Context: an optimization exercise on an open-source flow, tuned for small area. The choices shown serve that exercise and are no tape-out recipe.
The RTL was checked by simulation tests, not by an equivalence proof against the original design.
Power is estimated from default activity; no workload was simulated.

==> design/flow/design.v <==
module nau_ctrl (
    input  wire        clk,
    input  wire        rst,
    input  wire        cmd_valid,
    input  wire [15:0] cmd,
    output wire        cmd_ready,
    output wire        rsp_valid,
    output wire [2:0]  rsp_status,
    output wire [31:0] rsp_data,
    output wire        bus_req_valid,
    output wire [27:0] bus_req,
    input  wire        bus_rsp_valid,
    input  wire        bus_rsp_ok,
    input  wire [1:0]  bus_rsp_errk,
    input  wire [7:0]  bus_rsp_rb0,
    input  wire [7:0]  bus_rsp_rb1,
    input  wire [7:0]  bus_rsp_rb2,
    output wire        dly_req_valid,
    output wire [9:0]  dly_ms,
    input  wire        dly_done
);
    localparam [3:0] OP_NEW     = 4'h1, OP_RESET   = 4'h2, OP_ENABLE   = 4'h3,
                     OP_AVAIL   = 4'h4, OP_READ    = 4'h5, OP_SET_LDO  = 4'h6,
                     OP_GET_LDO = 4'h7, OP_SET_GAIN= 4'h8, OP_GET_GAIN = 4'h9,
                     OP_SET_RATE= 4'hA, OP_GET_RATE= 4'hB, OP_CAL      = 4'hC;
    localparam [4:0]
        S_IDLE = 5'd0,
        S_RR1  = 5'd1,    
        S_RR1R = 5'd2,    
        S_PWR  = 5'd3,    
        S_AVL  = 5'd4,    
        S_RD3  = 5'd5,    
        S_AVDD = 5'd6,    
        S_GL0  = 5'd7,    
        S_GAIN = 5'd8,    
        S_GG   = 5'd9,    
        S_CRS  = 5'd10,   
        S_GR   = 5'd11,   
        S_CAL  = 5'd12,   
        S_REF  = 5'd13,   
        S_D10  = 5'd14,   
        S_RR0  = 5'd15,   
        S_D1   = 5'd16,   
        S_PUR1 = 5'd17,   
        S_D600 = 5'd18,   
        S_CS   = 5'd19,   
        S_PUR2 = 5'd20,   
        S_REV  = 5'd21,   
        S_VLDO = 5'd22,   
        S_CHPS = 5'd23,   
        S_LDOM = 5'd24,   
        S_PGA  = 5'd25,   
        S_GL1  = 5'd26,   
        S_POLL = 5'd27,   
        S_CD10 = 5'd28;   
    reg [4:0]  sl;         
    reg        w;          
    reg        isnew;      
    reg [9:0]  p;          
    reg [7:0]  t;          
    reg        hvalid;     
    wire idle = (sl == S_IDLE);
    assign cmd_ready = idle;
    wire       ldo8 = p[3];
    wire [2:0] gain = isnew ? p[6:4] : p[2:0];
    wire [2:0] rate = isnew ? p[9:7] : p[2:0];
    wire       pwr  = isnew | p[0];
    wire [3:0] opc = cmd[15:12];
    function rate_ok(input [2:0] r);
        rate_ok = (r <= 3'd3) || (r == 3'd7);
    endfunction
    reg cmd_legal;
    always @* begin
        case (opc)
            OP_NEW:      cmd_legal = (cmd[11:10] == 2'b00) && (cmd[3:0] <= 4'd8) && rate_ok(cmd[9:7]);
            OP_RESET,
            OP_AVAIL,
            OP_READ,
            OP_GET_LDO,
            OP_GET_GAIN,
            OP_GET_RATE: cmd_legal = (cmd[11:0] == 12'd0);
            OP_ENABLE:   cmd_legal = (cmd[11:1] == 11'd0);
            OP_SET_LDO:  cmd_legal = (cmd[11:4] == 8'd0) && (cmd[3:0] <= 4'd8);
            OP_SET_GAIN: cmd_legal = (cmd[11:3] == 9'd0);
            OP_SET_RATE: cmd_legal = (cmd[11:3] == 9'd0) && rate_ok(cmd[2:0]);
            OP_CAL:      cmd_legal = (cmd[11:2] == 10'd0) && (cmd[1:0] != 2'd1);
            default:     cmd_legal = 1'b0;
        endcase
    end
    wire       cmd_new = (opc == OP_NEW);
    wire [4:0] entry   = (cmd_legal && (hvalid || cmd_new)) ? {1'b0, opc} : S_REF;
    wire at_d10  = (sl == S_D10),  at_d1   = (sl == S_D1),   at_d600 = (sl == S_D600),
         at_cd10 = (sl == S_CD10), at_rd3  = (sl == S_RD3),  at_rev  = (sl == S_REV),
         at_vldo = (sl == S_VLDO), at_gain = (sl == S_GAIN), at_gl1  = (sl == S_GL1),
         at_gg   = (sl == S_GG),   at_crs  = (sl == S_CRS),  at_gr   = (sl == S_GR),
         at_cal  = (sl == S_CAL),  at_poll = (sl == S_POLL), at_chps = (sl == S_CHPS),
         at_ldom = (sl == S_LDOM), at_pga  = (sl == S_PGA),  at_ref  = (sl == S_REF),
         at_rr1  = (sl == S_RR1) | (sl == S_RR1R),
         at_rr0  = (sl == S_RR0),  at_pwr  = (sl == S_PWR),  at_cs   = (sl == S_CS),
         at_avdd = (sl == S_AVDD), at_avl  = (sl == S_AVL),  at_gl0  = (sl == S_GL0),
         at_pur  = (sl == S_PUR1) | (sl == S_PUR2);
    wire is_dly = at_d10 | at_d1 | at_d600 | at_cd10;
    wire a01    = at_vldo | at_gain | at_gl1 | at_gg;
    wire a02    = at_crs | at_gr | at_cal | at_poll;
    wire [4:0] addr = {at_rd3 | at_chps | at_ldom | at_pga | at_rev,
                       at_ldom | at_pga | at_rev,
                       at_chps | at_pga | at_rev,
                       a02 | at_rd3 | at_ldom | at_rev,
                       a01 | at_chps | at_ldom | at_rev};
    reg [7:0] wdata;
    always @* begin
        wdata = t;
        if (at_rr1)  wdata = t | 8'h01;
        if (at_rr0)  wdata = (t & 8'hFE) | 8'h02;
        if (at_pwr)  wdata = pwr ? (t | 8'h06) : (t & 8'hF9);
        if (at_cs)   wdata = t | 8'h10;
        if (at_avdd) wdata = {!ldo8, t[6:0]};
        if (at_vldo) wdata = {t[7:6], p[2:0], t[2:0]};
        if (at_gain) wdata = {t[7:3], gain};
        if (at_crs)  wdata = {t[7], rate, t[3:0]};
        if (at_chps) wdata = t | 8'h30;
        if (at_ldom) wdata = t & 8'hBF;
        if (at_pga)  wdata = t | 8'h80;
        if (at_cal)  wdata = {t[7:3], 1'b1, p[1:0]};
    end
    localparam [6:0] DEV = 7'h2A;
    assign bus_req_valid = !idle && !is_dly && !at_ref;
    assign bus_req       = {!w, DEV, w, !w, 3'b000, addr, wdata & {8{w}}, at_rd3 & !w, !w};
    assign dly_req_valid = is_dly;
    assign dly_ms        = {at_d600, 2'b00, at_d600, 1'b0, at_d600, at_d600 | !at_d1, 1'b0, !at_d600 & !at_d1, at_d1};
    wire [7:0] rb       = bus_rsp_rb0;
    wire       answered = is_dly ? dly_done : bus_rsp_valid;
    wire       bus_err  = !is_dly && !bus_rsp_ok;
    reg       n_end;
    reg [4:0] n_sl;
    reg       n_w;
    always @* begin
        n_end = 1'b0;
        n_sl  = sl;
        n_w   = 1'b0;
        case (sl)
            S_RR1, S_RR1R:
                    if (!w) n_w = 1'b1; else n_sl = S_D10;
            S_D10:  n_sl = S_RR0;
            S_RR0:  if (!w) n_w = 1'b1; else n_sl = S_D1;
            S_D1:   n_sl = S_PUR1;
            S_PUR1: if (!rb[3] || !isnew) n_end = 1'b1;
                    else n_sl = S_PWR;
            S_PWR:  if (!w) n_w = 1'b1;
                    else if (!pwr) n_end = 1'b1;
                    else n_sl = S_D600;
            S_D600: n_sl = S_CS;
            S_CS:   if (!w) n_w = 1'b1; else n_sl = S_PUR2;
            S_PUR2: if (!rb[3] || !isnew) n_end = 1'b1;
                    else n_sl = S_REV;
            S_REV:  if (rb[3:0] != 4'hF) n_end = 1'b1;
                    else n_sl = S_AVDD;
            S_AVDD: if (!w) n_w = 1'b1;
                    else if (!ldo8) n_sl = S_VLDO;
                    else if (!isnew) n_end = 1'b1;
                    else n_sl = S_GAIN;
            S_VLDO: if (!w) n_w = 1'b1;
                    else if (!isnew) n_end = 1'b1;
                    else n_sl = S_GAIN;
            S_GAIN: if (!w) n_w = 1'b1;
                    else if (!isnew) n_end = 1'b1;
                    else n_sl = S_CRS;
            S_CRS:  if (!w) n_w = 1'b1;
                    else if (!isnew) n_end = 1'b1;
                    else n_sl = S_CHPS;
            S_CHPS: if (!w) n_w = 1'b1; else n_sl = S_LDOM;
            S_LDOM: if (!w) n_w = 1'b1; else n_sl = S_PGA;
            S_PGA:  if (!w) n_w = 1'b1; else n_end = 1'b1;
            S_GL0:  if (!rb[7]) n_end = 1'b1; else n_sl = S_GL1;
            S_CAL:  if (!w) n_w = 1'b1; else n_sl = S_POLL;
            S_POLL: if (!rb[2]) n_end = 1'b1; else n_sl = S_CD10;
            S_CD10: n_sl = S_POLL;
            default: n_end = 1'b1;    
        endcase
    end
    wire fin = bus_err | n_end;
    assign rsp_valid = at_ref | (!idle & answered & fin);
    wire gr_bad = rb[6] & !(rb[5] & rb[4]);     
    assign rsp_status[2] = at_ref | (!bus_err & (at_rev | (at_poll & rb[3])));
    assign rsp_status[1] = at_ref | (!bus_err & ((at_pur & !rb[3]) | (at_gr & gr_bad)));
    assign rsp_status[0] = at_ref | bus_err | at_rev | (at_gr & gr_bad);
    wire g = at_rd3 & bus_rsp_ok;
    wire [23:0] rd24 = {bus_rsp_rb0, bus_rsp_rb1, bus_rsp_rb2};
    reg  [3:0] d_lo;
    always @* begin
        d_lo = 4'd0;
        if (at_rd3)  d_lo = rd24[3:0];
        if (at_avl)  d_lo = {3'd0, rb[5]};
        if (at_gl0)  d_lo = 4'd8;
        if (at_gl1)  d_lo = {1'b0, rb[5:3]};
        if (at_gg)   d_lo = {1'b0, rb[2:0]};
        if (at_gr)   d_lo = {1'b0, rb[6:4] & {3{!gr_bad}}};
        if (at_rev)  d_lo = rb[3:0];
        if (bus_err) d_lo = {2'b00, bus_rsp_errk};
        if (at_ref)  d_lo = 4'd0;
    end
    assign rsp_data = {{8{g & rd24[23]}}, rd24[23:4] & {20{g}}, d_lo};
    always @(posedge clk) begin
        if (!w)
            t <= rb;
        if (idle) begin
            p     <= cmd[9:0];
            isnew <= cmd_new;
        end
        if (rst) begin
            sl     <= S_IDLE;
            w      <= 1'b0;
            hvalid <= 1'b0;
        end else if (idle) begin
            if (cmd_valid) begin
                sl <= entry;
                if (cmd_new && cmd_legal)
                    hvalid <= 1'b0;
            end
        end else if (at_ref) begin
            sl <= S_IDLE;
        end else if (answered) begin
            sl <= fin ? S_IDLE : n_sl;
            w  <= !fin & n_w;
            if (at_pga && w && !bus_err)
                hvalid <= 1'b1;
        end
    end
endmodule
==> design/flow/flow/run.sh <==
#!/bin/bash
# Standard layout (standard.sh), except that:
#  - synthesis maps the logic with area-oriented ABC scripts (flow/synth.tcl,
#    flow/area_*.abc), keeping the smallest result; the flip-flops are mapped
#    before ABC, as in the standard synthesis;
#  - the ports are buffered by the smallest buffer cell;
#  - the clock tree is built from one clock buffer type, without dummy loads;
#  - constant outputs share tie cells;
#  - synthesis buffers are removed at floorplan, placement is not timing-driven,
#    and the core is 60% full.
# make's output is in standard.log, and ORFS's own logs under orfs/logs.
set -euo pipefail
export FLOW_WORK=$PWD
export FLOW_ABC_SCRIPTS="$(ls $PWD/flow/area_*.abc | tr '\n' ' ')"
sed "s#SYNTH_SCRIPT=[^ ]*#SYNTH_SCRIPT=$PWD/flow/synth.tcl#" standard.sh > flow_standard.sh
grep -q "SYNTH_SCRIPT=$PWD/flow/synth.tcl" flow_standard.sh
bash flow_standard.sh \
  "BUFFER_PORTS_ARGS=-buffer_cell sky130_fd_sc_hd__buf_1" \
  "CTS_ARGS=-sink_clustering_enable -repair_clock_nets -dont_use_dummy_load -buf_list sky130_fd_sc_hd__clkbuf_8" \
  SKIP_REPAIR_TIE_FANOUT=1 REMOVE_ABC_BUFFERS=1 GPL_TIMING_DRIVEN=0 CORE_UTILIZATION=60 \
  finish > standard.log 2>&1
==> design/flow/flow/area_b2.abc <==
strash
dc2
strash
&get -n
&dch -f
&nf -a -R 1000
&put
strash
&get -n
&dch -f
&nf -a -R 1000
&put
==> design/flow/flow/area_d5.abc <==
strash
dc2
strash
&get -n
&dch -f
&nf -a -R 1000
&put
strash
dch -f
map -a
strash
&get -n
&dch -f
&nf -a -R 1000
&put
==> design/flow/flow/area_e1.abc <==
strash
dc2
strash
&get -n
&dch -f
&nf -a -R 1000
&put
strash
dch -f
map -a
strash
&get -n
&dch -f
&nf -a -R 1000
&put
strash
dch -f
map -a
strash
&get -n
&dch -f
&nf -a -R 1000
&put
==> design/flow/flow/area_e3.abc <==
strash
dc2
strash
&get -n
&dch -f
&nf -a -R 1000
&put
strash
dch -f
map -a
strash
dch -f
map -a
strash
&get -n
&dch -f
&nf -a -R 1000
&put
==> design/flow/flow/area_e4.abc <==
strash
dc2
strash
&get -n
&dch -f
&nf -a -R 1000
&put
strash
dch -f
map -a
strash
&get -n
&dch -f
&nf -a -R 1000
&put
strash
&get -n
&dch -f
&nf -a -R 1000
&put
==> design/flow/flow/synth.tcl <==
# The standard synthesis (synth_recipe.tcl), with ABC mapping the logic by
# area-oriented scripts instead of ORFS's speed script: each script in
# FLOW_ABC_SCRIPTS maps the same netlist, and the smallest result is kept.
# The flip-flops are mapped before ABC runs, so they are the standard synthesis's.
proc abc {args} {
  set a {}
  set lib {}
  set skip 0
  set prev {}
  foreach x $args {
    if {$prev eq "-liberty"} { set lib $x }
    set prev $x
    if {$skip} { set skip 0; continue }
    if {$x eq "-script" || $x eq "-D"} { set skip 1; continue }
    lappend a $x
  }
  yosys design -save my_pre_abc
  set best {}
  set best_area 1e30
  foreach s $::env(FLOW_ABC_SCRIPTS) {
    yosys design -load my_pre_abc
    yosys abc -script $s {*}$a
    yosys tee -q -o $::env(OBJECTS_DIR)/abc_area.txt stat -liberty $lib
    set f [open $::env(OBJECTS_DIR)/abc_area.txt r]
    set txt [read $f]
    close $f
    if {[regexp {Chip area for module[^:]*:\s*([0-9.]+)} $txt -> area]} {
      puts "ABC script [file tail $s]: area $area"
      if {$area < $best_area} { set best_area $area; set best $s }
    }
  }
  puts "ABC script kept: [file tail $best] ($best_area)"
  yosys design -load my_pre_abc
  yosys abc -script $best {*}$a
}
source $::env(FLOW_WORK)/synth_recipe.tcl
==> design/flow/standard.sh <==
#!/bin/bash
# synth_recipe.tcl (not shown) runs the flow's synth.tcl, then flattens the netlist and writes it again
# the make line also repeats each setting of config.mk as NAME=value (left out here)
make -C /OpenROAD-flow-scripts/flow DESIGN_CONFIG=/design/flow/config.mk WORK_HOME=/design/flow/orfs CLKGATE_MAP_FILE= SYNTH_SCRIPT=/design/flow/synth_recipe.tcl "${@:-finish}"
==> design/flow/config.mk <==
export PLATFORM = sky130hd
export DESIGN_NAME = nau_ctrl
export DESIGN_NICKNAME = nau_ctrl
export VERILOG_FILES = /design/flow/design.v
export SDC_FILE = /design/flow/constraint.sdc
export NUM_CORES = 4
export LEC_CHECK = 0
export CAP_MARGIN = 20
export CORE_MARGIN = 2
export CORE_UTILIZATION = 40
export PLACE_DENSITY = 0.6
export SLEW_MARGIN = 20
==> design/flow/constraint.sdc <==
create_clock -name core_clock -period 5.0 [get_ports {clk}]
set_input_delay 1.0000 -clock core_clock [delete_from_list [all_inputs] [get_ports {clk}]]
set_output_delay 1.0000 -clock core_clock [all_outputs]
set_load 0.01 [all_outputs]
==> results.yml, run 1 <==
worst_setup_path:
  worstPathArrival_ns: 3.04
  start_kind: "register"
  cp.depth: 10
  crit_required_ns: 4.00
  cpMostUsedCell: "nand2_1"
  worstPathMaxFanout: 17
  worstSetupPathType: "register to primary output"
  worstPathCellList: "clkinv_1, and3_1, nand2_1, nand4_1, nor3_1, nand2_1, nand3_1, nand2_1, nand2_1, buf_1"
  crit_buf_inv: 2
  rr_worst_depth: 12
  cpPeakStageDelay_ns: 0.74
  endpoint_kind: "primary output"
  cpMaxStageDelayCell: "dfxtp_1"
  cp_top_family: "simple AND/OR/NAND/NOR gates"
sta:
  finalCritPeriodShare_pct: 80.8
  min_period_ns: 4.04
  slew_violations: 0
  rsz0062_at_grt: "no"
  clock.fmax_mhz: 248
  fin_setup_tns_ns: 0
  hold_violations: 0
  fin_worst_skew_ns: 0.0128
  finalSetupViolCount: 0
  slew_headroom_pct: 30.2
  tightest_slew_ns: 1.04
  setup_ws_ns: 0.960
die:
  die_area_sq_mm: 0.00439
  die_y_um: 66.2
  die_width_um: 66.2
  ios: 125
  rows: 22
  core-area_sq_mm: 0.00369
  start_util_pct: 63.0
cells_and_area:
  synthToLayoutAreaGrowth_pct: 12.9
  final_nets: 454
  layout-drive-gt1-share_pct: 0.990
  num_antenna_cells: 0
synth:
  ys_seq_area_share_pct: 30.6
  synth-warning-count: 1
  synth_cell_types: 41
  post_synth_instance_area_sq_mm: 0.00232
  syn_avg_cell_area_sq_um: 7.26
  synthCells: 320
  ys_ff_latch: 26
routing:
  wl_per_cell_um: 16.1
  drc: 0
  drt-pass1-iter-count: 5
  drtIter0Drc: 298
  num_vias: 2769
  postRouteAntennaNets: 0
  wirelength_mm: 7.27
  viasPerCell: 6.13
grt:
  grt-ovfl-total: 0
  grt_pass1_vias: 2437
  grt_pass1_wl_mm: 11.4
  grt_max_degree: 25
  grt_antenna_before_repair: 0
  grt_usage_pct: 33.8
hold_path:
  min_path_cells: 2
  hold_class: "register to register"
clock_network:
  root_buffer: "clkbuf_8"
  worstSkewPairLatency_ns: 0.28
  numCtsBuffers: 3
  cts_sinks: 26
  post-cts-setup-buffers: 0
  cts_hold_buffers: 0
  cts_resized: 0
  cts.htree.levels: 1
  clk_path_buf_depth: 2
  cts_tree: "yes"
  path_clk_slew_ns: 0.10
placed_design:
  port_buffers: 110
  place.gp.congestion: 1.00
  place_ws_ns: 1.27
  dp_hpwl_mm: 5.61
run_status:
  status: "timing/DRC/antenna clean"
power:
  ir_drop_mv: 0.370
  cellPowerDensity_mw_per_mm2: 448
  p_leak_nw: 0.999
run:
  cap_violations: 0
-- placed cells by master, fill, tap and decap left out, types with 4 or more instances in the layout --
master / Yosys / layout
a21oi_1: 22 / 22
a31oi_1: 5 / 5
and3_1: 23 / 23
buf_1: 0 / 110
clkinv_1: 8 / 8
dfxtp_1: 7 / 7
edfxtp_1: 19 / 19
mux2i_1: 4 / 4
nand2_1: 47 / 47
nand2b_1: 5 / 5
nand3_1: 9 / 9
nand4_1: 5 / 5
nor2_1: 45 / 44
nor2b_1: 7 / 7
nor3_1: 12 / 12
nor4_1: 5 / 5
o21ai_0: 28 / 28
o31ai_1: 4 / 4
-- kinds of logic after synthesis --
| kind of cell | after synthesis | synth area share [%] |
|---|---|---|
| muxes | 4 | 1.72 |
| and+or+nand+nor | 168 | 34.7 |
| buffers and inverters | 37 | 10.7 |
| other | 2 | 0.323 |
| AOI/OAI and AO/OA | 83 | 22.0 |
| DFF | 26 | 30.6 |
-- report_power, final --
| group | internal (mW) | total [mW] | switching [mW] |
|---|---|---|---|
| Clock | 0.0541 | 0.121 | 0.0673 |
| Combinational | 0.208 | 0.639 | 0.431 |
| Sequential | 0.322 | 0.415 | 0.0931 |
| Total | 0.584 | 1.18 | 0.591 |
-- layout make-up --
class | instances | area, sq um
Multi-Input combinational cell | 257 | 1370
Fill cell | 337 | 1060
Sequential cell | 26 | 711
Timing Repair Buffer | 110 | 413
Tap cell | 48 | 60.1
Clock buffer | 3 | 41.3
Inverter | 8 | 30.0
-- final timing paths --
kind	from	end	slack [ns]
setup / recovery	sl[4]	rsp_valid	0.96
hold / removal	hvalid	hvalid	0.53
setup reg to reg	sl[4]	sl[4]	1.10
hold reg to reg	hvalid	hvalid	0.53
-- metrics by stage --
stage                     hold slack, ns  std cells  area [sq um]  total power [mW]  util [%]
after floorplan                    0.477        291          2110             0.825         -
after global placement             0.503        449          2580              1.03      69.9
after detailed placement           0.505        449          2580              1.04      69.9
after CTS                          0.533        452          2620              1.15      71.1
after global routing               0.625        452          2620              1.26      71.1
final                              0.529        452          2620              1.18      71.1
-- metal layers --
| layer | vias up | share of wire, % | wire, um | GRT usage (%) |
|---|---|---|---|---|
| met4 | 0 | 2.1 | 154 | 10.5 |
| met5 | - | 0 | 0 | 0 |
| met1 | 1236 | 41 | 2950 | 45.6 |
| met3 | 20 | 11 | 773 | 4.60 |
| li1 | 1331 | - | - | - |
| met2 | 182 | 47 | 3390 | 56.0 |
-- worst reg2reg max path: cells and delay by family, from the launching register on --
family	cells	cell delay, ns
buf+inv	1	0.42
compound gates	3	1.18
simple gates	8	1.45
flops	1	0.74
-- flip-flops by register name, indices dropped and copies added (netlist names) --
register,count
hvalid,1
isnew,1
p,10
sl,5
t,8
w,1
-- cells in the mapped netlist --
| cell | instances | share of area (%) |
|---|---|---|
| a211oi_1 | 3 | 0.97 |
| a21o_1 | 1 | 0.32 |
| a21oi_1 | 22 | 4.7 |
| a221oi_1 | 2 | 0.75 |
| a222oi_1 | 1 | 0.43 |
| a22oi_1 | 3 | 0.97 |
| a311oi_1 | 2 | 0.75 |
| a31oi_1 | 5 | 1.3 |
| a32oi_1 | 2 | 0.75 |
| a41o_1 | 1 | 0.43 |
| a41oi_1 | 1 | 0.38 |
| and2_0 | 2 | 0.54 |
| and3_1 | 23 | 6.2 |
| buf_4 | 29 | 9.4 |
| clkinv_1 | 8 | 1.3 |
| conb_1 | 2 | 0.32 |
| dfxtp_1 | 7 | 6.0 |
| edfxtp_1 | 19 | 25 |
| mux2i_1 | 4 | 1.7 |
| nand2_1 | 47 | 7.6 |
| nand2b_1 | 5 | 1.3 |
| nand3_1 | 9 | 1.9 |
| nand4_1 | 5 | 1.3 |
| nor2_1 | 45 | 7.3 |
| nor2b_1 | 7 | 1.9 |
| nor3_1 | 12 | 2.6 |
| nor4_1 | 5 | 1.3 |
| nor4b_1 | 2 | 0.75 |
| nor4bb_1 | 1 | 0.43 |
| o2111ai_1 | 2 | 0.75 |
| o211ai_1 | 1 | 0.32 |
| o21a_1 | 1 | 0.32 |
| o21ai_0 | 28 | 6.0 |
| o22ai_1 | 1 | 0.27 |
| o311a_1 | 1 | 0.43 |
| o311ai_0 | 1 | 0.38 |
| o31a_1 | 1 | 0.38 |
| o31ai_1 | 4 | 1.3 |
| or2_0 | 3 | 0.81 |
| or3_1 | 1 | 0.27 |
| or4b_1 | 1 | 0.43 |
==> inputs of run 2 (changes only) <==
--- a/design/flow/design.v
+++ b/design/flow/design.v
@@ -55,15 +55,15 @@
         S_CD10 = 5'd28;   
     reg [4:0]  sl;         
     reg        w;          
-    reg        isnew;      
     reg [9:0]  p;          
     reg [7:0]  t;          
     reg        hvalid;     
+    wire       isnew = !hvalid;
     wire idle = (sl == S_IDLE);
     assign cmd_ready = idle;
     wire       ldo8 = p[3];
-    wire [2:0] gain = isnew ? p[6:4] : p[2:0];
-    wire [2:0] rate = isnew ? p[9:7] : p[2:0];
+    wire [2:0] gain = p[6:4] | (p[2:0] & {3{!isnew}});
+    wire [2:0] rate = p[9:7] | (p[2:0] & {3{!isnew}});
     wire       pwr  = isnew | p[0];
     wire [3:0] opc = cmd[15:12];
     function rate_ok(input [2:0] r);
@@ -203,10 +203,8 @@
     always @(posedge clk) begin
         if (!w)
             t <= rb;
-        if (idle) begin
-            p     <= cmd[9:0];
-            isnew <= cmd_new;
-        end
+        if (idle)
+            p <= cmd[9:0];
         if (rst) begin
             sl     <= S_IDLE;
             w      <= 1'b0;
--- a/design/flow/flow/run.sh
+++ b/design/flow/flow/run.sh
@@ -1,8 +1,9 @@
 #!/bin/bash
 # Standard layout (standard.sh), except that:
-#  - synthesis maps the logic with area-oriented ABC scripts (flow/synth.tcl,
-#    flow/area_*.abc), keeping the smallest result; the flip-flops are mapped
-#    before ABC, as in the standard synthesis;
+#  - synthesis maps the logic with area-oriented ABC scripts (flow/synth.tcl;
+#    the scripts are in flow/abc_scripts.txt, each after a "#script NAME" line)
+#    and keeps the smallest result; the flip-flops are mapped before ABC, as in
+#    the standard synthesis;
 #  - the ports are buffered by the smallest buffer cell;
 #  - the clock tree is built from one clock buffer type, without dummy loads;
 #  - constant outputs share tie cells;
@@ -11,7 +12,9 @@
 # make's output is in standard.log, and ORFS's own logs under orfs/logs.
 set -euo pipefail
 export FLOW_WORK=$PWD
-export FLOW_ABC_SCRIPTS="$(ls $PWD/flow/area_*.abc | tr '\n' ' ')"
+mkdir -p abc_scripts
+awk '/^#script / {f = "abc_scripts/" $2; next} {print > f}' flow/abc_scripts.txt
+export FLOW_ABC_SCRIPTS="$(ls $PWD/abc_scripts/*.abc | sort | tr '\n' ' ')"
 sed "s#SYNTH_SCRIPT=[^ ]*#SYNTH_SCRIPT=$PWD/flow/synth.tcl#" standard.sh > flow_standard.sh
 grep -q "SYNTH_SCRIPT=$PWD/flow/synth.tcl" flow_standard.sh
 bash flow_standard.sh \
==> design/flow/flow/abc_scripts.txt (new file) <==
#script p00_n_NF.abc
strash
strash
&get -n
&dch -f
&nf -a -R 1000
&put
#script p01_n_NF-NF.abc
strash
strash
&get -n
&dch -f
&nf -a -R 1000
&put
strash
&get -n
&dch -f
&nf -a -R 1000
&put
#script p02_n_NF-MA-NF.abc
strash
strash
&get -n
&dch -f
&nf -a -R 1000
&put
strash
dch -f
map -a
strash
&get -n
&dch -f
&nf -a -R 1000
&put
#script p03_n_MA-NF.abc
strash
strash
dch -f
map -a
strash
&get -n
&dch -f
&nf -a -R 1000
&put
#script p04_n_NF-MA-NF-MA-NF.abc
strash
strash
&get -n
&dch -f
&nf -a -R 1000
&put
strash
dch -f
map -a
strash
&get -n
&dch -f
&nf -a -R 1000
&put
strash
dch -f
map -a
strash
&get -n
&dch -f
&nf -a -R 1000
&put
#script p05_n_NF2-NF.abc
strash
strash
&get -n
&dch
&nf -a -R 100
&put
strash
&get -n
&dch -f
&nf -a -R 1000
&put
#script p06_n_NF-AM-NF.abc
strash
strash
&get -n
&dch -f
&nf -a -R 1000
&put
strash
dch -f
amap
strash
&get -n
&dch -f
&nf -a -R 1000
&put
#script p07_n_AM-NF.abc
strash
strash
dch -f
amap
strash
&get -n
&dch -f
&nf -a -R 1000
&put
#script p08_n_NF-NF2-NF.abc
strash
strash
&get -n
&dch -f
&nf -a -R 1000
&put
strash
&get -n
&dch
&nf -a -R 100
&put
strash
&get -n
&dch -f
&nf -a -R 1000
&put
#script p09_n_MA-MA-NF.abc
strash
strash
dch -f
map -a
strash
dch -f
map -a
strash
&get -n
&dch -f
&nf -a -R 1000
&put
#script p10_dc2_NF.abc
strash
dc2
strash
&get -n
&dch -f
&nf -a -R 1000
&put
#script p11_dc2_NF-NF.abc
strash
dc2
strash
&get -n
&dch -f
&nf -a -R 1000
&put
strash
&get -n
&dch -f
&nf -a -R 1000
&put
#script p12_dc2_NF-MA-NF.abc
strash
dc2
strash
&get -n
&dch -f
&nf -a -R 1000
&put
strash
dch -f
map -a
strash
&get -n
&dch -f
&nf -a -R 1000
&put
#script p13_dc2_MA-NF.abc
strash
dc2
strash
dch -f
map -a
strash
&get -n
&dch -f
&nf -a -R 1000
&put
#script p14_dc2_NF-MA-NF-MA-NF.abc
strash
dc2
strash
&get -n
&dch -f
&nf -a -R 1000
&put
strash
dch -f
map -a
strash
&get -n
&dch -f
&nf -a -R 1000
&put
strash
dch -f
map -a
strash
&get -n
&dch -f
&nf -a -R 1000
&put
#script p15_dc2_NF2-NF.abc
strash
dc2
strash
&get -n
&dch
&nf -a -R 100
&put
strash
&get -n
&dch -f
&nf -a -R 1000
&put
#script p16_dc2_NF-AM-NF.abc
strash
dc2
strash
&get -n
&dch -f
&nf -a -R 1000
&put
strash
dch -f
amap
strash
&get -n
&dch -f
&nf -a -R 1000
&put
#script p17_dc2_AM-NF.abc
strash
dc2
strash
dch -f
amap
strash
&get -n
&dch -f
&nf -a -R 1000
&put
#script p18_dc2_NF-NF2-NF.abc
strash
dc2
strash
&get -n
&dch -f
&nf -a -R 1000
&put
strash
&get -n
&dch
&nf -a -R 100
&put
strash
&get -n
&dch -f
&nf -a -R 1000
&put
#script p19_dc2_MA-MA-NF.abc
strash
dc2
strash
dch -f
map -a
strash
dch -f
map -a
strash
&get -n
&dch -f
&nf -a -R 1000
&put
#script p20_rs_NF.abc
strash
balance
rewrite
refactor
balance
rewrite
rewrite -z
balance
refactor -z
rewrite -z
balance
strash
&get -n
&dch -f
&nf -a -R 1000
&put
#script p21_rs_NF-NF.abc
strash
balance
rewrite
refactor
balance
rewrite
rewrite -z
balance
refactor -z
rewrite -z
balance
strash
&get -n
&dch -f
&nf -a -R 1000
&put
strash
&get -n
&dch -f
&nf -a -R 1000
&put
#script p22_rs_NF-MA-NF.abc
strash
balance
rewrite
refactor
balance
rewrite
rewrite -z
balance
refactor -z
rewrite -z
balance
strash
&get -n
&dch -f
&nf -a -R 1000
&put
strash
dch -f
map -a
strash
&get -n
&dch -f
&nf -a -R 1000
&put
#script p23_rs_MA-NF.abc
strash
balance
rewrite
refactor
balance
rewrite
rewrite -z
balance
refactor -z
rewrite -z
balance
strash
dch -f
map -a
strash
&get -n
&dch -f
&nf -a -R 1000
&put
#script p24_rs_NF-MA-NF-MA-NF.abc
strash
balance
rewrite
refactor
balance
rewrite
rewrite -z
balance
refactor -z
rewrite -z
balance
strash
&get -n
&dch -f
&nf -a -R 1000
&put
strash
dch -f
map -a
strash
&get -n
&dch -f
&nf -a -R 1000
&put
strash
dch -f
map -a
strash
&get -n
&dch -f
&nf -a -R 1000
&put
#script p25_rs_NF2-NF.abc
strash
balance
rewrite
refactor
balance
rewrite
rewrite -z
balance
refactor -z
rewrite -z
balance
strash
&get -n
&dch
&nf -a -R 100
&put
strash
&get -n
&dch -f
&nf -a -R 1000
&put
#script p26_rs_NF-AM-NF.abc
strash
balance
rewrite
refactor
balance
rewrite
rewrite -z
balance
refactor -z
rewrite -z
balance
strash
&get -n
&dch -f
&nf -a -R 1000
&put
strash
dch -f
amap
strash
&get -n
&dch -f
&nf -a -R 1000
&put
#script p27_rs_AM-NF.abc
strash
balance
rewrite
refactor
balance
rewrite
rewrite -z
balance
refactor -z
rewrite -z
balance
strash
dch -f
amap
strash
&get -n
&dch -f
&nf -a -R 1000
&put
#script p28_rs_NF-NF2-NF.abc
strash
balance
rewrite
refactor
balance
rewrite
rewrite -z
balance
refactor -z
rewrite -z
balance
strash
&get -n
&dch -f
&nf -a -R 1000
&put
strash
&get -n
&dch
&nf -a -R 100
&put
strash
&get -n
&dch -f
&nf -a -R 1000
&put
#script p29_rs_MA-MA-NF.abc
strash
balance
rewrite
refactor
balance
rewrite
rewrite -z
balance
refactor -z
rewrite -z
balance
strash
dch -f
map -a
strash
dch -f
map -a
strash
&get -n
&dch -f
&nf -a -R 1000
&put
#script p30_c2_NF.abc
strash
balance -l
resub -K 6 -l
rewrite -l
resub -K 6 -N 2 -l
refactor -l
resub -K 8 -l
balance -l
resub -K 8 -N 2 -l
rewrite -l
resub -K 10 -l
rewrite -z -l
resub -K 10 -N 2 -l
balance -l
resub -K 12 -l
refactor -z -l
resub -K 12 -N 2 -l
rewrite -z -l
balance -l
strash
&get -n
&dch -f
&nf -a -R 1000
&put
#script p31_c2_NF-NF.abc
strash
balance -l
resub -K 6 -l
rewrite -l
resub -K 6 -N 2 -l
refactor -l
resub -K 8 -l
balance -l
resub -K 8 -N 2 -l
rewrite -l
resub -K 10 -l
rewrite -z -l
resub -K 10 -N 2 -l
balance -l
resub -K 12 -l
refactor -z -l
resub -K 12 -N 2 -l
rewrite -z -l
balance -l
strash
&get -n
&dch -f
&nf -a -R 1000
&put
strash
&get -n
&dch -f
&nf -a -R 1000
&put
#script p32_c2_NF-MA-NF.abc
strash
balance -l
resub -K 6 -l
rewrite -l
resub -K 6 -N 2 -l
refactor -l
resub -K 8 -l
balance -l
resub -K 8 -N 2 -l
rewrite -l
resub -K 10 -l
rewrite -z -l
resub -K 10 -N 2 -l
balance -l
resub -K 12 -l
refactor -z -l
resub -K 12 -N 2 -l
rewrite -z -l
balance -l
strash
&get -n
&dch -f
&nf -a -R 1000
&put
strash
dch -f
map -a
strash
&get -n
&dch -f
&nf -a -R 1000
&put
#script p33_c2_MA-NF.abc
strash
balance -l
resub -K 6 -l
rewrite -l
resub -K 6 -N 2 -l
refactor -l
resub -K 8 -l
balance -l
resub -K 8 -N 2 -l
rewrite -l
resub -K 10 -l
rewrite -z -l
resub -K 10 -N 2 -l
balance -l
resub -K 12 -l
refactor -z -l
resub -K 12 -N 2 -l
rewrite -z -l
balance -l
strash
dch -f
map -a
strash
&get -n
&dch -f
&nf -a -R 1000
&put
#script p34_c2_NF-MA-NF-MA-NF.abc
strash
balance -l
resub -K 6 -l
rewrite -l
resub -K 6 -N 2 -l
refactor -l
resub -K 8 -l
balance -l
resub -K 8 -N 2 -l
rewrite -l
resub -K 10 -l
rewrite -z -l
resub -K 10 -N 2 -l
balance -l
resub -K 12 -l
refactor -z -l
resub -K 12 -N 2 -l
rewrite -z -l
balance -l
strash
&get -n
&dch -f
&nf -a -R 1000
&put
strash
dch -f
map -a
strash
&get -n
&dch -f
&nf -a -R 1000
&put
strash
dch -f
map -a
strash
&get -n
&dch -f
&nf -a -R 1000
&put
#script p35_c2_NF2-NF.abc
strash
balance -l
resub -K 6 -l
rewrite -l
resub -K 6 -N 2 -l
refactor -l
resub -K 8 -l
balance -l
resub -K 8 -N 2 -l
rewrite -l
resub -K 10 -l
rewrite -z -l
resub -K 10 -N 2 -l
balance -l
resub -K 12 -l
refactor -z -l
resub -K 12 -N 2 -l
rewrite -z -l
balance -l
strash
&get -n
&dch
&nf -a -R 100
&put
strash
&get -n
&dch -f
&nf -a -R 1000
&put
#script p36_c2_NF-AM-NF.abc
strash
balance -l
resub -K 6 -l
rewrite -l
resub -K 6 -N 2 -l
refactor -l
resub -K 8 -l
balance -l
resub -K 8 -N 2 -l
rewrite -l
resub -K 10 -l
rewrite -z -l
resub -K 10 -N 2 -l
balance -l
resub -K 12 -l
refactor -z -l
resub -K 12 -N 2 -l
rewrite -z -l
balance -l
strash
&get -n
&dch -f
&nf -a -R 1000
&put
strash
dch -f
amap
strash
&get -n
&dch -f
&nf -a -R 1000
&put
#script p37_c2_AM-NF.abc
strash
balance -l
resub -K 6 -l
rewrite -l
resub -K 6 -N 2 -l
refactor -l
resub -K 8 -l
balance -l
resub -K 8 -N 2 -l
rewrite -l
resub -K 10 -l
rewrite -z -l
resub -K 10 -N 2 -l
balance -l
resub -K 12 -l
refactor -z -l
resub -K 12 -N 2 -l
rewrite -z -l
balance -l
strash
dch -f
amap
strash
&get -n
&dch -f
&nf -a -R 1000
&put
#script p38_c2_NF-NF2-NF.abc
strash
balance -l
resub -K 6 -l
rewrite -l
resub -K 6 -N 2 -l
refactor -l
resub -K 8 -l
balance -l
resub -K 8 -N 2 -l
rewrite -l
resub -K 10 -l
rewrite -z -l
resub -K 10 -N 2 -l
balance -l
resub -K 12 -l
refactor -z -l
resub -K 12 -N 2 -l
rewrite -z -l
balance -l
strash
&get -n
&dch -f
&nf -a -R 1000
&put
strash
&get -n
&dch
&nf -a -R 100
&put
strash
&get -n
&dch -f
&nf -a -R 1000
&put
#script p39_c2_MA-MA-NF.abc
strash
balance -l
resub -K 6 -l
rewrite -l
resub -K 6 -N 2 -l
refactor -l
resub -K 8 -l
balance -l
resub -K 8 -N 2 -l
rewrite -l
resub -K 10 -l
rewrite -z -l
resub -K 10 -N 2 -l
balance -l
resub -K 12 -l
refactor -z -l
resub -K 12 -N 2 -l
rewrite -z -l
balance -l
strash
dch -f
map -a
strash
dch -f
map -a
strash
&get -n
&dch -f
&nf -a -R 1000
&put
removed: design/flow/flow/area_b2.abc
removed: design/flow/flow/area_d5.abc
removed: design/flow/flow/area_e1.abc
removed: design/flow/flow/area_e3.abc
removed: design/flow/flow/area_e4.abc
==> results.yml, run 2 <==
cells_and_area:
  fin_area_sq_mm: 0.00260
  final_cell_mix: "buf_1 (110), nand2_1 (51), nor2_1 (40)"
  final_cells: 449
  n_fill_cell: 323
  largest_reg_flops: 10
  final_nets: 451
  synthToLayoutAreaGrowth_pct: 13.3
  utilization_pct: 71.0
  final_common_cell: "buf_1"
  reg_top3: "p x10, t x8, sl x5"
  num_antenna_cells: 0
  top_register: "p"
  layout-drive-gt1-share_pct: 0.998
worst_setup_path:
  worstPathArrival_ns: 3.40
  worstPathCellList: "and2_0, nand2_1, clkinv_1, nor2_1, nand2_1, a41o_1, or2_0, nand4_1, a31oi_1, nor2_1, buf_1"
  crit_buf_inv: 2
  endpoint_kind: "primary output"
  crit_required_ns: 4.00
  start_kind: "register"
  worstPathMaxFanout: 22
  cp_top_family: "simple AND/OR/NAND/NOR gates"
  cpMaxStageDelayCell: "dfxtp_1"
  worstSetupPathType: "register to primary output"
  cpPeakStageDelay_ns: 0.80
die:
  die_area_sq_mm: 0.00433
  rows: 22
  ios: 125
  core-area_sq_mm: 0.00366
  die_y_um: 65.8
  die_width_um: 65.8
  start_util_pct: 62.6
synth:
  yosysMostFrequentCell: "nand2_1"
  yosysTopAreaCell: "edfxtp_1"
  synth_edf_count: 18
  ys_seq_area_share_pct: 29.7
  synthTopCellsByCount: "nand2_1 (51), nor2_1 (40), buf_4 (29)"
  synth_cell_types: 41
  synthCells: 316
  async_reset_ff_share_pct: 0
  ys_ff_latch: 25
  synth_top_flop_cell: "edfxtp_1"
  post_synth_instance_area_sq_mm: 0.00229
  synth_area_leaders: "edfxtp_1 (24%), buf_4 (9.5%), nand2_1 (8.3%), nor2_1 (6.5%), dfxtp_1 (6.1%)"
  synth_top_area_share_pct: 23.6
  syn_avg_cell_area_sq_um: 7.26
  synth-warning-count: 1
placed_design:
  port_buffers: 110
  place_ws_ns: 1.02
  dp_hpwl_mm: 5.62
  place.gp.congestion: 1.02
  dpl_cell_area_sq_mm: 0.00255
  dp_cells: 445
sta:
  hold_ws_ns: 0.616
  slew_violations: 0
  finalSetupViolCount: 0
  setup_ws_ns: 0.603
  min_period_ns: 4.40
  slew_headroom_pct: 30.5
  rsz0062_at_grt: "no"
  hold_violations: 0
  fin_setup_tns_ns: 0
  finalCritPeriodShare_pct: 87.9
  clock.fmax_mhz: 227
  fin_worst_skew_ns: 0.00520
  tightest_slew_ns: 1.04
clock_network:
  cts_tree: "yes"
  cts.htree.levels: 1
  cts_resized: 0
  worstSkewPairLatency_ns: 0.27
  cts_hold_buffers: 0
  path_clk_slew_ns: 0.08
  cts_sinks: 25
  root_buffer: "clkbuf_8"
  post-cts-setup-buffers: 0
  numCtsBuffers: 3
  clk_path_buf_depth: 2
routing:
  viasPerCell: 6.29
  wl_per_cell_um: 16.2
  postRouteAntennaNets: 0
  num_vias: 2823
  drt-pass1-iter-count: 5
  drtIter0Drc: 254
  wirelength_mm: 7.26
  drc: 0
power:
  ir_drop_mv: 0.333
  cellPowerDensity_mw_per_mm2: 451
  power.total_mw: 1.17
  p_leak_nw: 1.01
grt:
  grt_antenna_before_repair: 0
  grt_pass1_wl_mm: 11.4
  grt_pass1_vias: 2380
  grt_max_degree: 25
  grt_usage_pct: 34.0
  grt-ovfl-total: 0
hold_path:
  hold_class: "register to register"
run:
  cap_violations: 0
run_status:
  status: "timing/DRC/antenna clean"
==> run 2: metal layers <==
layer	routed length, um	GRT usage [%]
met2	3340	55.7
met3	768	4.43
met4	146	10.2
met5	0	0
met1	3000	46.8
==> run 2: layout make-up <==
class / instances / area (sq um) / area share (%)
multi-input combinational: 256 / 1370 / 52.8
sequential: 25 / 681 / 26.2
timing repair buffer: 111 / 420 / 16.2
tap: 48 / 60.1 / 2.31
clock buffer: 3 / 41.3 / 1.59
inverter: 6 / 22.5 / 0.867
==> run 2: kinds of logic after synthesis <==
logic type	after synthesis	synth area share (%)
buf+inv	35	10.5
compound gates	81	23.4
mux	1	0.436
flops	25	29.7
simple gates	172	35.7
other cells	2	0.327
==> run 2: where the power goes <==
part           internal, mW  switching (mW)
registers             0.313          0.0860
clock network        0.0540          0.0618
logic                 0.212           0.445
total                 0.579           0.593
==> run 2: final timing paths <==
check	from	end	slack (ns)	cells after the start
worst max-delay path	sl[4]	rsp_valid	0.60	11
worst min-delay path	sl[2]	sl[2]	0.62	2
worst max register to register	sl[4]	sl[3]	1.30	11
worst min register to register	sl[2]	sl[2]	0.62	2
==> run 2: worst min-delay path: stages, from the launching register on <==
cell and delay [ns]:
dfxtp_1 0.39, nor2_1 0.13, a311oi_1 0.05
==> inputs of run 3 (changes only) <==
==> design/flow/design.v (replaced) <==
module nau_ctrl (
    input  wire        clk,
    input  wire        rst,
    input  wire        cmd_valid,
    input  wire [15:0] cmd,
    output wire        cmd_ready,
    output wire        rsp_valid,
    output wire [2:0]  rsp_status,
    output wire [31:0] rsp_data,
    output wire        bus_req_valid,
    output wire [27:0] bus_req,
    input  wire        bus_rsp_valid,
    input  wire        bus_rsp_ok,
    input  wire [1:0]  bus_rsp_errk,
    input  wire [7:0]  bus_rsp_rb0,
    input  wire [7:0]  bus_rsp_rb1,
    input  wire [7:0]  bus_rsp_rb2,
    output wire        dly_req_valid,
    output wire [9:0]  dly_ms,
    input  wire        dly_done
);
    localparam [3:0] OP_NEW     = 4'h1, OP_RESET   = 4'h2, OP_ENABLE   = 4'h3,
                     OP_AVAIL   = 4'h4, OP_READ    = 4'h5, OP_SET_LDO  = 4'h6,
                     OP_GET_LDO = 4'h7, OP_SET_GAIN= 4'h8, OP_GET_GAIN = 4'h9,
                     OP_SET_RATE= 4'hA, OP_GET_RATE= 4'hB, OP_CAL      = 4'hC;
    localparam [4:0]
        S_IDLE = 5'd0,
        S_RR1  = 5'd1,
        S_RR1R = 5'd2,
        S_PWR  = 5'd3,
        S_AVL  = 5'd4,
        S_RD3  = 5'd5,
        S_AVDD = 5'd6,
        S_GL0  = 5'd7,
        S_GAIN = 5'd8,
        S_GG   = 5'd9,
        S_CRS  = 5'd10,
        S_GR   = 5'd11,
        S_CAL  = 5'd12,
        S_REF  = 5'd13,
        S_D10  = 5'd14,
        S_RR0  = 5'd15,
        S_D1   = 5'd16,
        S_PUR1 = 5'd17,
        S_D600 = 5'd18,
        S_CS   = 5'd19,
        S_PUR2 = 5'd20,
        S_REV  = 5'd21,
        S_VLDO = 5'd22,
        S_CHPS = 5'd23,
        S_LDOM = 5'd24,
        S_PGA  = 5'd25,
        S_GL1  = 5'd26,
        S_POLL = 5'd27,
        S_CD10 = 5'd28;
    reg [4:0]  sl;         
    reg        w;          
    reg [9:0]  p;          
    reg [7:0]  t;          
    reg        hvalid;     
    wire       isnew = !hvalid;
    wire idle   = !sl[4] & !sl[3] & !sl[2] & !sl[1] & !sl[0];
    wire at_ref = sl[3] & sl[2] & !sl[1] & sl[0];
    assign cmd_ready = idle;
    wire       ldo8  = p[3];
    wire       avdds = !ldo8;
    wire [2:0] gain  = p[6:4] | (p[2:0] & {3{!isnew}});
    wire [2:0] rate  = p[9:7] | (p[2:0] & {3{!isnew}});
    wire       pwr   = isnew | p[0];
    wire [3:0] opc = cmd[15:12];
    function rate_ok(input [2:0] r);
        rate_ok = (r <= 3'd3) || (r == 3'd7);
    endfunction
    reg cmd_legal;
    always @* begin
        case (opc)
            OP_NEW:      cmd_legal = (cmd[11:10] == 2'b00) && (cmd[3:0] <= 4'd8) && rate_ok(cmd[9:7]);
            OP_RESET,
            OP_AVAIL,
            OP_READ,
            OP_GET_LDO,
            OP_GET_GAIN,
            OP_GET_RATE: cmd_legal = (cmd[11:0] == 12'd0);
            OP_ENABLE:   cmd_legal = (cmd[11:1] == 11'd0);
            OP_SET_LDO:  cmd_legal = (cmd[11:4] == 8'd0) && (cmd[3:0] <= 4'd8);
            OP_SET_GAIN: cmd_legal = (cmd[11:3] == 9'd0);
            OP_SET_RATE: cmd_legal = (cmd[11:3] == 9'd0) && rate_ok(cmd[2:0]);
            OP_CAL:      cmd_legal = (cmd[11:2] == 10'd0) && (cmd[1:0] != 2'd1);
            default:     cmd_legal = 1'b0;
        endcase
    end
    wire       cmd_new = (opc == OP_NEW);
    wire [4:0] entry   = (cmd_legal && (hvalid || cmd_new)) ? {1'b0, opc} : S_REF;
    wire is_dly = (sl[3] & sl[2] & sl[1] & !sl[0]) | (sl[4] & !sl[3] & !sl[2] & !sl[0]) | (sl[4] & sl[3] & sl[2]);
    wire is_bus = (!sl[2] & sl[0]) | (!sl[4] & !sl[3] & sl[1]) | (!sl[3] & sl[2]) | (sl[3] & !sl[2]) | (!sl[4] & sl[2] & !sl[1] & !sl[0]) | (sl[1] & sl[0]);
    wire is_rmw = (!sl[4] & !sl[3] & !sl[2]) | (!sl[3] & sl[2] & sl[1] & !sl[0]) | (!sl[4] & !sl[2] & !sl[0]) | (!sl[4] & sl[3] & !sl[1] & !sl[0]) | (sl[3] & sl[2] & sl[0]) | (sl[4] & !sl[3] & sl[1] & sl[0]) | (sl[4] & sl[3] & !sl[2] & !sl[1]);
    wire is_rd3 = !sl[4] & sl[2] & !sl[1] & sl[0];
    wire [4:0] addr;
    assign addr[4] = (sl[2] & !sl[1] & sl[0]) | (sl[4] & sl[2] & sl[0]) | (sl[4] & sl[3] & !sl[1]);
    assign addr[3] = (sl[4] & sl[2] & !sl[1] & sl[0]) | (sl[4] & sl[3] & !sl[1]);
    assign addr[2] = (sl[4] & sl[2] & sl[0]) | (sl[4] & sl[3] & !sl[1] & sl[0]);
    assign addr[1] = (sl[2] & !sl[1] & sl[0]) | (!sl[4] & sl[3] & !sl[2] & sl[1]) | (sl[3] & sl[2] & !sl[0]) | (sl[4] & !sl[2] & !sl[1] & !sl[0]) | (sl[3] & !sl[2] & sl[1] & sl[0]);
    assign addr[0] = !((!sl[4] & !sl[3]) | (!sl[4] & sl[1]) | (sl[2] & !sl[1] & !sl[0]) | (sl[4] & !sl[2] & sl[0]));
    wire [7:0] wdata;
    assign wdata[0] = ((!sl[3] & !sl[1]) | (!sl[3] & !sl[2] & !sl[0])) |
                       (!sl[3] | (sl[1] & !sl[0]) | sl[4]) & t[0] |
                       (!sl[4] & !sl[2] & !sl[1]) & gain[0] |
                       (sl[2] & !sl[1]) & p[0];
    assign wdata[1] = (sl[3] & sl[1] & sl[0]) |
                       ((!sl[1] & sl[0]) | (sl[1] & !sl[0]) | sl[4]) & t[1] |
                       (!sl[4] & !sl[2] & !sl[1] & !sl[0]) & gain[1] |
                       (sl[2] & !sl[1]) & p[1] |
                       (!sl[4] & sl[1] & sl[0]) & pwr;
    assign wdata[2] = (sl[2] & !sl[1]) |
                       ((!sl[1] & sl[0]) | (sl[1] & !sl[0]) | sl[2] | sl[4]) & t[2] |
                       (!sl[4] & !sl[1] & !sl[0]) & gain[2] |
                       (!sl[4] & !sl[2] & sl[1] & sl[0]) & pwr;
    assign wdata[3] = (!sl[2] | !sl[4] | sl[0]) & t[3] |
                       (sl[4] & sl[1] & !sl[0]) & p[0];
    assign wdata[4] = (sl[4] & sl[1] & sl[0]) |
                       (!sl[1] | (!sl[4] & !sl[3]) | sl[0]) & t[4] |
                       (sl[4] & sl[1]) & p[1] |
                       (sl[3] & sl[1] & !sl[0]) & rate[0];
    assign wdata[5] = (!sl[3] & sl[2] & sl[0]) |
                       (sl[0] | (!sl[4] & !sl[3]) | !sl[1]) & t[5] |
                       (sl[4] & sl[2]) & p[2] |
                       (sl[3] & sl[1] & !sl[0]) & rate[1];
    assign wdata[6] = (!sl[3] | (!sl[4] & !sl[1]) | sl[0]) & t[6] |
                       (sl[3] & sl[1] & !sl[0]) & rate[2];
    assign wdata[7] = (sl[3] & !sl[1] & sl[0]) |
                       (!sl[2] | sl[3] | sl[4]) & t[7] |
                       (!sl[4] & !sl[3] & sl[2]) & avdds;
    localparam [6:0] DEV = 7'h2A;
    assign bus_req_valid = is_bus;
    assign bus_req       = {!w, DEV, w, !w, 3'b000, addr, wdata & {8{w}}, is_rd3, !w};
    assign dly_req_valid = is_dly;
    wire d600 = !sl[2] & sl[1];
    wire d1   = !sl[2] & !sl[1];
    assign dly_ms = {d600, 2'b00, d600, 1'b0, d600, d600 | !d1, 1'b0, !d600 & !d1, d1};
    wire [7:0] rb       = bus_rsp_rb0;
    wire       answered = is_dly ? dly_done : bus_rsp_valid;
    wire       bus_err  = is_bus && !bus_rsp_ok;
    wire       rev_bad  = (rb[3:0] != 4'hF);
    wire n_end = ((!sl[4] & !sl[3] & sl[2] & !sl[1]) | (!sl[4] & sl[3] & !sl[2] & sl[0]) | (sl[4] & sl[3] & sl[1] & !sl[0])) |
                 (((sl[4] & !sl[3] & !sl[2] & !sl[1] & sl[0]) | (!sl[3] & sl[2] & !sl[1] & !sl[0])) & (!rb[3] | !isnew)) |
                 ((sl[2] & !sl[1] & sl[0]) & rev_bad) |
                 ((!sl[4] & !sl[3] & sl[2] & sl[0]) & !rb[7]) |
                 ((sl[4] & sl[3] & sl[1]) & !rb[2]) |
                 (w & ((sl[3] & !sl[1] & sl[0]) |
                       ((!sl[4] & !sl[2] & sl[1] & sl[0]) & !pwr) |
                       (((!sl[4] & sl[3] & !sl[2]) | (sl[4] & sl[1] & !sl[0])) & !isnew) |
                       ((sl[2] & sl[1] & !sl[0]) & ldo8 & !isnew)));
    wire fin = bus_err | n_end;
    wire       n_w = is_rmw & !w;
    wire [4:0] succ;
    assign succ[0] = (sl[3] & sl[1] & !sl[0]) | (sl[2] & !sl[1] & !sl[0]) | (sl[4] & !sl[2] & !sl[0]) | (sl[4] & !sl[2] & !sl[1]);
    assign succ[1] = (!((!sl[3] & sl[2] & !sl[0]) | (sl[3] & sl[0]) | (sl[4] & !sl[2] & !sl[1] & !sl[0]) | (sl[4] & sl[1] & sl[0]))) | ((!sl[4] & !sl[3] & sl[2] & !sl[0]) & !ldo8);
    assign succ[2] = (!((!sl[4] & sl[1] & sl[0]) | (!sl[3] & sl[2] & sl[1]) | (sl[3] & !sl[1]) | (sl[4] & !sl[2] & !sl[0]) | (sl[4] & !sl[2] & !sl[1]))) | ((!sl[4] & !sl[3] & sl[2] & !sl[0]) & !ldo8);
    assign succ[3] = ((!sl[4] & !sl[1]) | (!sl[4] & !sl[3] & !sl[2] & !sl[0]) | (!sl[3] & sl[2] & sl[1] & sl[0]) | (sl[3] & sl[2] & !sl[0]) | (sl[4] & sl[2] & sl[1]) | (sl[4] & sl[3])) | ((!sl[4] & !sl[3] & sl[2] & !sl[0]) & ldo8);
    assign succ[4] = ((sl[1] & sl[0]) | (sl[3] & !sl[2] & sl[1]) | (sl[2] & !sl[1] & !sl[0]) | (sl[4] & !sl[2] & !sl[0])) | ((!sl[4] & !sl[3] & sl[2] & !sl[0]) & !ldo8);
    wire [4:0] n_sl = n_w ? sl : succ;
    assign rsp_valid = at_ref | (!idle & answered & fin);
    wire gr_bad = rb[6] & !(rb[5] & rb[4]);     
    wire [2:0] gr_d = rb[6:4] & {3{!gr_bad}};
    wire sel_pur = (!sl[3] & !sl[2] & !sl[1]) | (sl[4] & !sl[1] & !sl[0]);
    wire sel_rev = sl[4] & sl[2] & sl[0];
    wire sel_gr  = !sl[4] & sl[3] & sl[1] & sl[0];
    wire sel_poll = sl[4] & sl[1] & sl[0];
    wire [2:0] okst = {sel_rev | (sel_poll & rb[3]),
                       (sel_pur & !rb[3]) | (sel_gr & gr_bad),
                       sel_rev | (sel_gr & gr_bad)};
    assign rsp_status = at_ref ? 3'd7 : bus_err ? 3'd1 : okst;
    wire [3:0] okd;
    assign okd[0] = (!sl[4] & !sl[3] & !sl[1] & sl[0]) & bus_rsp_rb2[0] |
                     (!sl[4] & sl[3] & sl[1] & sl[0]) & gr_d[0] |
                     ((!sl[4] & !sl[2] & !sl[1] & sl[0]) | (sl[4] & sl[2] & sl[0])) & rb[0] |
                     (sl[4] & !sl[2] & !sl[0]) & rb[3] |
                     (!sl[4] & sl[2] & !sl[1] & !sl[0]) & rb[5];
    assign okd[1] = (!sl[4] & !sl[3] & !sl[1] & sl[0]) & bus_rsp_rb2[1] |
                     (!sl[4] & sl[3] & sl[1] & sl[0]) & gr_d[1] |
                     ((!sl[4] & !sl[2] & !sl[1] & sl[0]) | (sl[4] & sl[2] & sl[0])) & rb[1] |
                     (sl[4] & !sl[2] & !sl[0]) & rb[4];
    assign okd[2] = (!sl[4] & !sl[3] & !sl[1] & sl[0]) & bus_rsp_rb2[2] |
                     (!sl[4] & sl[3] & sl[1] & sl[0]) & gr_d[2] |
                     ((!sl[4] & !sl[2] & !sl[1] & sl[0]) | (sl[4] & sl[2] & sl[0])) & rb[2] |
                     (sl[4] & !sl[2] & !sl[0]) & rb[5];
    assign okd[3] = (sl[2] & sl[1] & sl[0]) |
                     (!sl[4] & !sl[3] & !sl[1] & sl[0]) & bus_rsp_rb2[3] |
                     (sl[4] & sl[2] & sl[0]) & rb[3];
    wire g = (!sl[4] & !sl[3] & !sl[1] & sl[0]) & bus_rsp_ok;
    wire [23:0] rd24 = {bus_rsp_rb0, bus_rsp_rb1, bus_rsp_rb2};
    assign rsp_data = {{8{g & rd24[23]}}, rd24[23:4] & {20{g}},
                       bus_err ? {2'b00, bus_rsp_errk} : okd};
    always @(posedge clk) begin
        if (!w)
            t <= rb;
        if (idle)
            p <= cmd[9:0];
        if (rst) begin
            sl     <= S_IDLE;
            w      <= 1'b0;
            hvalid <= 1'b0;
        end else if (idle) begin
            if (cmd_valid) begin
                sl <= entry;
                if (cmd_new && cmd_legal)
                    hvalid <= 1'b0;
            end
        end else if (at_ref) begin
            sl <= S_IDLE;
        end else if (answered) begin
            sl <= fin ? S_IDLE : n_sl;
            w  <= !fin & n_w;
            if (w && (sl[3] & !sl[1] & sl[0]) && !bus_err)
                hvalid <= 1'b1;
        end
    end
endmodule
==> results.yml, run 3 <==
run_status:
  status: "timing/DRC/antenna clean"
grt:
  grt_pass1_wl_mm: 10.6
  grt-ovfl-total: 0
  grt.met1_usage_pct: 45.2
  grt_antenna_before_repair: 0
  top_usage_layer: "met2"
  use_met2_pct: 51.7
  grt_pass1_vias: 2257
  grt_usage_pct: 32.1
  use_met3_pct: 3.30
  grt_max_degree: 25
die:
  die_area_sq_mm: 0.00422
  ios: 125
  start_util_pct: 61.9
  core-area_sq_mm: 0.00361
  rows: 22
  die_width_um: 65.0
  die_y_um: 65.0
cells_and_area:
  synthToLayoutAreaGrowth_pct: 13.3
  multiInputGateArea_sq_mm: 0.00129
  layout-drive-gt1-share_pct: 1.31
  num_antenna_cells: 0
  reg_top3: "p x10, t x8, sl x5"
  regArea_sq_um: 681
  top_register: "p"
  final_common_cell: "buf_1"
  final_cell_mix: "buf_1 (110), nand2_1 (34), nor2_1 (28), a21oi_1 (28), o21ai_0 (24)"
  largest_reg_flops: 10
  final_cells: 429
  n_fill_cell: 344
  final_nets: 433
routing:
  num_vias: 2695
  viasPerCell: 6.28
  drc: 0
  drt-pass1-iter-count: 5
  drtIter0Drc: 331
  wl_per_cell_um: 16.3
  wirelength_mm: 6.99
  postRouteAntennaNets: 0
clock_network:
  post-cts-setup-buffers: 0
  root_buffer: "clkbuf_8"
  clk_path_buf_depth: 2
  cts_tree: "yes"
  cts_resized: 0
  numCtsBuffers: 3
  cts.htree.levels: 1
  worstSkewPairLatency_ns: 0.27
  cts_sinks: 25
  cts_hold_buffers: 0
  path_clk_slew_ns: 0.10
worst_setup_path:
  ff2ff_setup_slack_ns: 0.95
  worstPathMaxFanout: 23
  rr_worst_depth: 10
  endpoint_kind: "primary output"
  timing.rr.end: "sl[0]"
  worstSetupPathType: "register to primary output"
  start_kind: "register"
  crit_required_ns: 4.00
  worstPathCellList: "clkinv_1, o21ai_0, nor2b_1, a41oi_1, nand3_1, nand3_1, nand2_1, buf_1"
  cpMaxStageDelayCell: "dfxtp_1"
  crit-reg2reg-launch: "sl[0]"
  worstPathArrival_ns: 3.46
  cpPeakStageDelay_ns: 0.91
  cpMostUsedCell: "nand3_1"
sta:
  hold_ws_ns: 0.680
  slew_headroom_pct: 40.9
  slew_violations: 0
  rsz0062_at_grt: "no"
  fin_setup_tns_ns: 0
  hold_violations: 0
  finalCritPeriodShare_pct: 89.1
  min_period_ns: 4.46
  fin_worst_skew_ns: 0.0126
  clock.fmax_mhz: 224
  tightest_slew_ns: 0.885
  finalSetupViolCount: 0
synth:
  yosysMostFrequentCell: "nand2_1"
  ys_ff_latch: 25
  async_reset_ff_share_pct: 0
  synthTopCellsByCount: "nand2_1 (34), buf_4 (30), a21oi_1 (28), nor2_1 (28), o21ai_0 (24)"
  yosysTopAreaCell: "edfxtp_1"
  synth_top_area_share_pct: 24.2
  synth_edf_count: 18
  synthCells: 298
  ys_seq_area_share_pct: 30.5
  synth_area_leaders: "edfxtp_1 (24%), buf_4 (10%), a21oi_1 (6.3%), dfxtp_1 (6.3%), and3_1 (6.2%)"
  syn_avg_cell_area_sq_um: 7.49
  post_synth_instance_area_sq_mm: 0.00223
  synth_cell_types: 41
  synth_top_flop_cell: "edfxtp_1"
  synth-warning-count: 1
placed_design:
  dp_cells: 426
  dp_hpwl_mm: 5.20
  place.gp.congestion: 0.922
  port_buffers: 110
power:
  p_leak_nw: 0.901
  ir_drop_mv: 0.422
  cellPowerDensity_mw_per_mm2: 532
hold_path:
  min_to: "hvalid"
  min-delay-start: "hvalid"
  min_path_cells: 2
  hold_class: "register to register"
run:
  cap_violations: 0
==> run 3: cell types whose count changed after synthesis, moves of 4 or more <==
cell | previous run | this run
nor2b_1 | 6 | 1
and2_0 | 5 | 1
nand3_1 | 12 | 18
clkinv_1 | 6 | 11
o31ai_1 | 0 | 4
o22ai_1 | 1 | 5
a21oi_1 | 14 | 28
a211oi_1 | 12 | 8
nand2b_1 | 4 | 0
nor2_1 | 40 | 28
nand2_1 | 51 | 34
nand4_1 | 10 | 1
==> run 3: where the power goes <==
| part | switching [mW] | total, mW | internal (mW) |
|---|---|---|---|
| logic | 0.527 | 0.788 | 0.261 |
| clock network | 0.0653 | 0.119 | 0.0540 |
| registers | 0.130 | 0.440 | 0.310 |
==> run 3: how the worst max path moves through the flow <==
stage | cells after the start | startpoint | endpoint
floorplan | 3 | sl[0] | rsp_data[23]
finish | 8 | sl[2] | rsp_valid
CTS | 8 | sl[2] | rsp_valid
global placement | 7 | sl[1] | rsp_data[1]
detailed placement | 8 | sl[2] | rsp_valid
global route | 8 | sl[2] | rsp_valid
==> run 3: area by class of cell <==
class	count	area share, %
multi-input combinational	231	50.8
sequential	25	26.9
timing repair buffer	111	16.6
tap	48	2.37
clock buffer	3	1.63
inverter	11	1.63
==> run 3: worst max-delay path, delay by kind of cell, from the launching register on <==
family / cells / cell delay [ns]
AOI/OAI and AO/OA: 2 / 0.53
buffers and inverters: 2 / 0.67
DFF: 1 / 0.91
and+or+nand+nor: 4 / 1.06
==> run 3: logic make-up after synthesis <==
family	Yosys count	synth area share [%]
buffers and inverters	42	12.1
and+or+nand+nor	125	26.5
AOI/OAI and AO/OA	100	28.5
DFF	25	30.5
adders and majority gates	2	1.12
other	2	0.336
muxes	2	0.953
==> run 3: through the flow <==
stage / worst slack [ns] / area (sq um) / total power [mW] / utilization (%)
after detailed placement: 1.06 / 2490 / 1.21 / 69.0
after floorplan: 1.42 / 2000 / 0.929 / -
final: 0.543 / 2530 / 1.35 / 70.2
after global placement: 0.843 / 2480 / 1.20 / 68.7
after global routing: 0.336 / 2530 / 1.44 / 70.2
after CTS: 0.745 / 2530 / 1.32 / 70.2
==> run 3: metal layers <==
layer,share of wire (%),wire length [um]
met2,47,3280
met4,1.7,121
met3,11,765
met5,0,0
met1,40,2820

[static timing again, ports no longer ideal]
How much do the figures lean on ideal ports? The routed layouts below were timed once more, with nothing changed but the port constraints.
Step 1: set_driving_cell puts a clkbuf_16 on clk and a buf_2 on each other input, an assumption about the parent block.
Step 2 also shifts input and output timing later by t, the mid clock arrival at the registers, as if the neighbouring blocks saw the same clock.
a / b / c = ideal / step 1 / step 2; a / b = the first two.
run | shift t [ns] | setup WS [ns] | worst slew at a driven data input, ns
run 1 | 0.297 | 0.960 / 0.932 / 1.103 | 0.03
run 2 | 0.295 | 0.603 / 0.577 / 0.872 | 0.04
run 3 | 0.293 | 0.543 / 0.518 / 0.811 | 0.03
After both steps every run listed still meets setup and hold.
